What follows belongs to an exercise in optimizing a design on an open flow for small area; a production flow would make more cautious choices.
Only simulation tests tie the RTL to the original design; equivalence was not proved.
No activity file was given, so power comes from the tool's default toggle rates.

Design siggen, start of the top module:
module siggen (
    input  wire        clk,
    input  wire        rst,
    input  wire [31:0] now,
    input  wire [3:0]  col,
    input  wire        btn,
    output wire [3:0]  row_sel,
    output reg  [7:0]  dac,
    output wire [3:0]  status,
    output reg         emit,
    output wire        done
);
For scale: roughly 210 flip-flops, roughly 57 I/O pins, about 9700 sq um of cells after synthesis.
Settings: LEC_CHECK=0, ABC_AREA=1, CAP_MARGIN=20, CORE_MARGIN=2, CORE_UTILIZATION=70, CTS_BUF_LIST=sky130_fd_sc_hd__clkbuf_4, CTS_CLUSTER_DIAMETER=50, CTS_CLUSTER_SIZE=10, SLEW_MARGIN=20; clock period 150.0 ns.
run.sh (not shown) runs the stock make flow with config.mk's settings and CLKGATE_MAP_FILE= SYNTH_SCRIPT=/design/flow/synth_recipe.tcl, a recipe that flattens the netlist after the stock synthesis.
Change:
- CORE_UTILIZATION: 70 -> 40
- CTS_BUF_LIST: sky130_fd_sc_hd__clkbuf_4 -> sky130_fd_sc_hd__clkbuf_8
- CTS_CLUSTER_DIAMETER: 50 -> not set
- CTS_CLUSTER_SIZE: 10 -> not set
Routed wire length came out higher by about 0.4%.
Total power came out higher by 18%.
Sequential power barely changes.
Worst setup slack improves by 0.15 ns.
Fmax came out higher by 0.45%.
Via count came out lower by about 2.5%.
Global-route usage came out lower by 13 points.
Critical path depth came out lower by 1.
Design area came out higher by about 5%.
Synthesized cell count is unchanged.

P:
Starting RTL as in the previous note.
Settings: LEC_CHECK=0, ABC_AREA=1, CAP_MARGIN=20, CORE_MARGIN=2, CORE_UTILIZATION=60, CTS_BUF_LIST=sky130_fd_sc_hd__clkbuf_4 sky130_fd_sc_hd__clkbuf_8, CTS_CLUSTER_DIAMETER=60, CTS_CLUSTER_SIZE=12, SLEW_MARGIN=20; clock period 150.0 ns.
Input-level comparison between Q and P:
==> flow/config.mk <==
export PLATFORM = sky130hd
export DESIGN_NAME = siggen
export DESIGN_NICKNAME = siggen
export VERILOG_FILES = /design/flow/design.v
export SDC_FILE = /design/flow/constraint.sdc
export NUM_CORES = 4
export LEC_CHECK = 0
export ABC_AREA = 1
export CAP_MARGIN = 20
export CORE_MARGIN = 2
export CORE_UTILIZATION = 40
export CTS_BUF_LIST = sky130_fd_sc_hd__clkbuf_4
export CTS_CLUSTER_DIAMETER = 50
export CTS_CLUSTER_SIZE = 10
export SLEW_MARGIN = 20
==> comparison <==
Q vs. P: maximum single-stage delay on the critical path lower; final period demand of the worst path now larger.
Die area in Q vs P: up 48%
Looking at Q and P, the total wire length is a wash.
Transition time at the pin with the least slew margin for Q is lower than for P.
The inputs of R differ from those of Q as listed below.
==> flow/flow/run.sh (new file) <==
#!/bin/bash
# Layout flow: the standard layout (standard.sh), with one change to synthesis: the
# combinational logic is mapped with flow/abc.script (an area-oriented ABC script, amap)
# and Yosys's extract_fa pass is skipped, so adders are mapped by ABC like the other logic.
# Everything before the mapping, the flip-flops included, is the standard synthesis.
set -euo pipefail
W=$(pwd)
export MY_ABC="$W/flow/abc.script"
export MY_NOFA=1
bash standard.sh SYNTH_SCRIPT="$W/flow/my_synth.tcl" finish > "$W/layout.log" 2>&1
==> flow/flow/abc.script (new file) <==
strash
dc2
dch -f
amap
topo
dnsize -c
==> flow/flow/my_synth.tcl (new file) <==
proc synth {args} { yosys synth -nofsm -noshare {*}$args }
proc abc {args} {
  if {[info exists ::env(MY_ABC)] && $::env(MY_ABC) ne ""} {
    set i [lsearch $args -script]
    lset args [expr {$i + 1}] $::env(MY_ABC)
  }
  yosys abc {*}$args
}
if {[info exists ::env(MY_NOFA)] && $::env(MY_NOFA) eq "1"} {
  proc extract_fa {args} { }
}
source $::env(SCRIPTS_DIR)/synth.tcl
# left out here: clear keep_hierarchy, flatten, clean up, hide names made inside functions, write 1_2_yosys.v
==> flow/standard.sh (new file) <==
#!/bin/bash
# synth_recipe.tcl (not shown) runs the flow's synth.tcl, then flattens the netlist and writes it again
# the make line also repeats each setting of config.mk as NAME=value (left out here)
make -C /OpenROAD-flow-scripts/flow DESIGN_CONFIG=/design/flow/config.mk WORK_HOME=/design/flow/orfs CLKGATE_MAP_FILE= SYNTH_SCRIPT=/design/flow/synth_recipe.tcl "${@:-finish}"
-- flow/config.mk --
<<< Q, line 10
export CORE_MARGIN = 2
export CORE_UTILIZATION = 40
export CTS_BUF_LIST = sky130_fd_sc_hd__clkbuf_4
export CTS_CLUSTER_DIAMETER = 50
export CTS_CLUSTER_SIZE = 10
export SLEW_MARGIN = 20
>>> R, line 10
export CORE_MARGIN = 2
export CORE_UTILIZATION = 40
export SLEW_MARGIN = 20
removed: flow/run.sh
--- outcome ---
When the final numbers for Q and R were put side by side, the mux share of post-synthesis cell area turned out to be smaller in R. Total chip power for R: 0.022 mW up relative to Q. The mean instance size in the synthesized netlist reported for R is greater than that of Q by 0.27 sq um.
Modified inputs, S compared to R
==> flow/flow/run.sh <==
#!/bin/bash
# Layout flow: the standard layout (standard.sh) with these changes:
# - synthesis maps the combinational logic with flow/abc.script (an area-oriented ABC
#   script, amap) and skips Yosys's extract_fa pass, so adders are mapped by ABC like the
#   other logic; everything before the mapping, the flip-flops included, is the standard
#   synthesis;
# - the port buffers are sky130_fd_sc_hd__buf_1;
# - the clock tree uses clkbuf_4 buffers in small clusters and no dummy loads.
set -euo pipefail
W=$(pwd)
export MY_ABC="$W/flow/abc.script"
export MY_NOFA=1
CTS="-sink_clustering_enable -repair_clock_nets -buf_list sky130_fd_sc_hd__clkbuf_4 -root_buf sky130_fd_sc_hd__clkbuf_4 -sink_clustering_size 8 -sink_clustering_max_diameter 40 -dont_use_dummy_load"
bash standard.sh SYNTH_SCRIPT="$W/flow/my_synth.tcl" \
  "BUFFER_PORTS_ARGS=-buffer_cell sky130_fd_sc_hd__buf_1" \
  "CTS_ARGS=$CTS" finish > "$W/layout.log" 2>&1
### Flow results
Vias per cell: S vs R down about 1.1%. First-pass GRT wire length, R and S: larger value in S. Area fraction in compound gates after synthesis: R vs S identical. On worst hold margin, R and S are neck and neck. Comparing S with R, the area occupied by multi-input gates came out essentially unchanged. Measured against each other, R and S differ in initial antenna violation count, the lower figure coming from R. Against R, S comes in 4.1 points higher on register share of the cell area. Per the comparison of S with R, final cell area excluding filler cells has decreased, shortest clock period the worst path allows after layout has decreased, headroom to the max-slew limit has decreased, post-detailed-route count of antenna-violating nets has remained practically unchanged.
For T, these inputs were changed with respect to S:
==> flow/flow/run.sh <==
#!/bin/bash
# Layout flow: the standard layout (standard.sh) with these changes:
# - synthesis maps the combinational logic with flow/abc.script (an area-oriented ABC
#   script, amap) and skips Yosys's extract_fa pass, so adders are mapped by ABC like the
#   other logic; everything before the mapping, the flip-flops included, is the standard
#   synthesis;
# - the port buffers are sky130_fd_sc_hd__buf_1;
# - the clock tree uses clkbuf_8 buffers in small clusters and no dummy loads.
set -euo pipefail
W=$(pwd)
export MY_ABC="$W/flow/abc.script"
export MY_NOFA=1
CTS="-sink_clustering_enable -repair_clock_nets -buf_list sky130_fd_sc_hd__clkbuf_8 -root_buf sky130_fd_sc_hd__clkbuf_8 -sink_clustering_size 16 -sink_clustering_max_diameter 60 -dont_use_dummy_load"
bash standard.sh SYNTH_SCRIPT="$W/flow/my_synth.tcl" \
  "BUFFER_PORTS_ARGS=-buffer_cell sky130_fd_sc_hd__buf_1" \
  "CTS_ARGS=$CTS" finish > "$W/layout.log" 2>&1
### Flow results
In terms of proportion of power drawn by combinational gates, T and S differ only marginally.
Cmp T and S / final worst slack / lower: S
The higher initial antenna violation count came out of S.
CTS buffer count (lower): T
Comparing T and S, the higher power dissipated by switching net loads is on S.
From S to T the numbers moved as follows: final worst-path cycle share now sits at about the same level, total of fill cells in the finished design now sits lower.

afterwards: timing with drivers on the ports:
The results above use ideal ports. As a check the final layouts listed here were re-extracted and re-timed, cells and wires unchanged. Step 1 (the two cells are an assumption about what drives the block):
set clk [get_ports {clk}]
set_driving_cell -lib_cell sky130_fd_sc_hd__clkbuf_16 $clk
set_driving_cell -lib_cell sky130_fd_sc_hd__buf_2 [delete_from_list [all_inputs] $clk]
Step 2 times the ports against the registers' clock, not the clock port: input delays grow and output delays shrink by t, the midpoint of the rising clock arrivals with the driver on. Three values: ideal ports, drivers, drivers and shift; two values: the first two.
run | shift t [ns] | setup slack, ns | worst slew at a driven data input, ns
the first run of note 1 | 0.667 | 116.938 / 116.900 / 117.190 | 0.08
the second run of note 1 | 0.599 | 117.086 / 117.048 / 117.329 | 0.06
P | 0.548 | 117.158 / 117.116 / 117.158 | 0.07
Q | 0.671 | 117.005 / 116.967 / 117.352 | 0.06
R | 0.557 | 115.948 / 115.900 / 116.457 | 0.03
S | 0.627 | 115.959 / 115.915 / 116.543 | 0.04
T | 0.535 | 116.032 / 115.989 / 116.524 | 0.04
After both steps setup and hold are still met in every run listed.
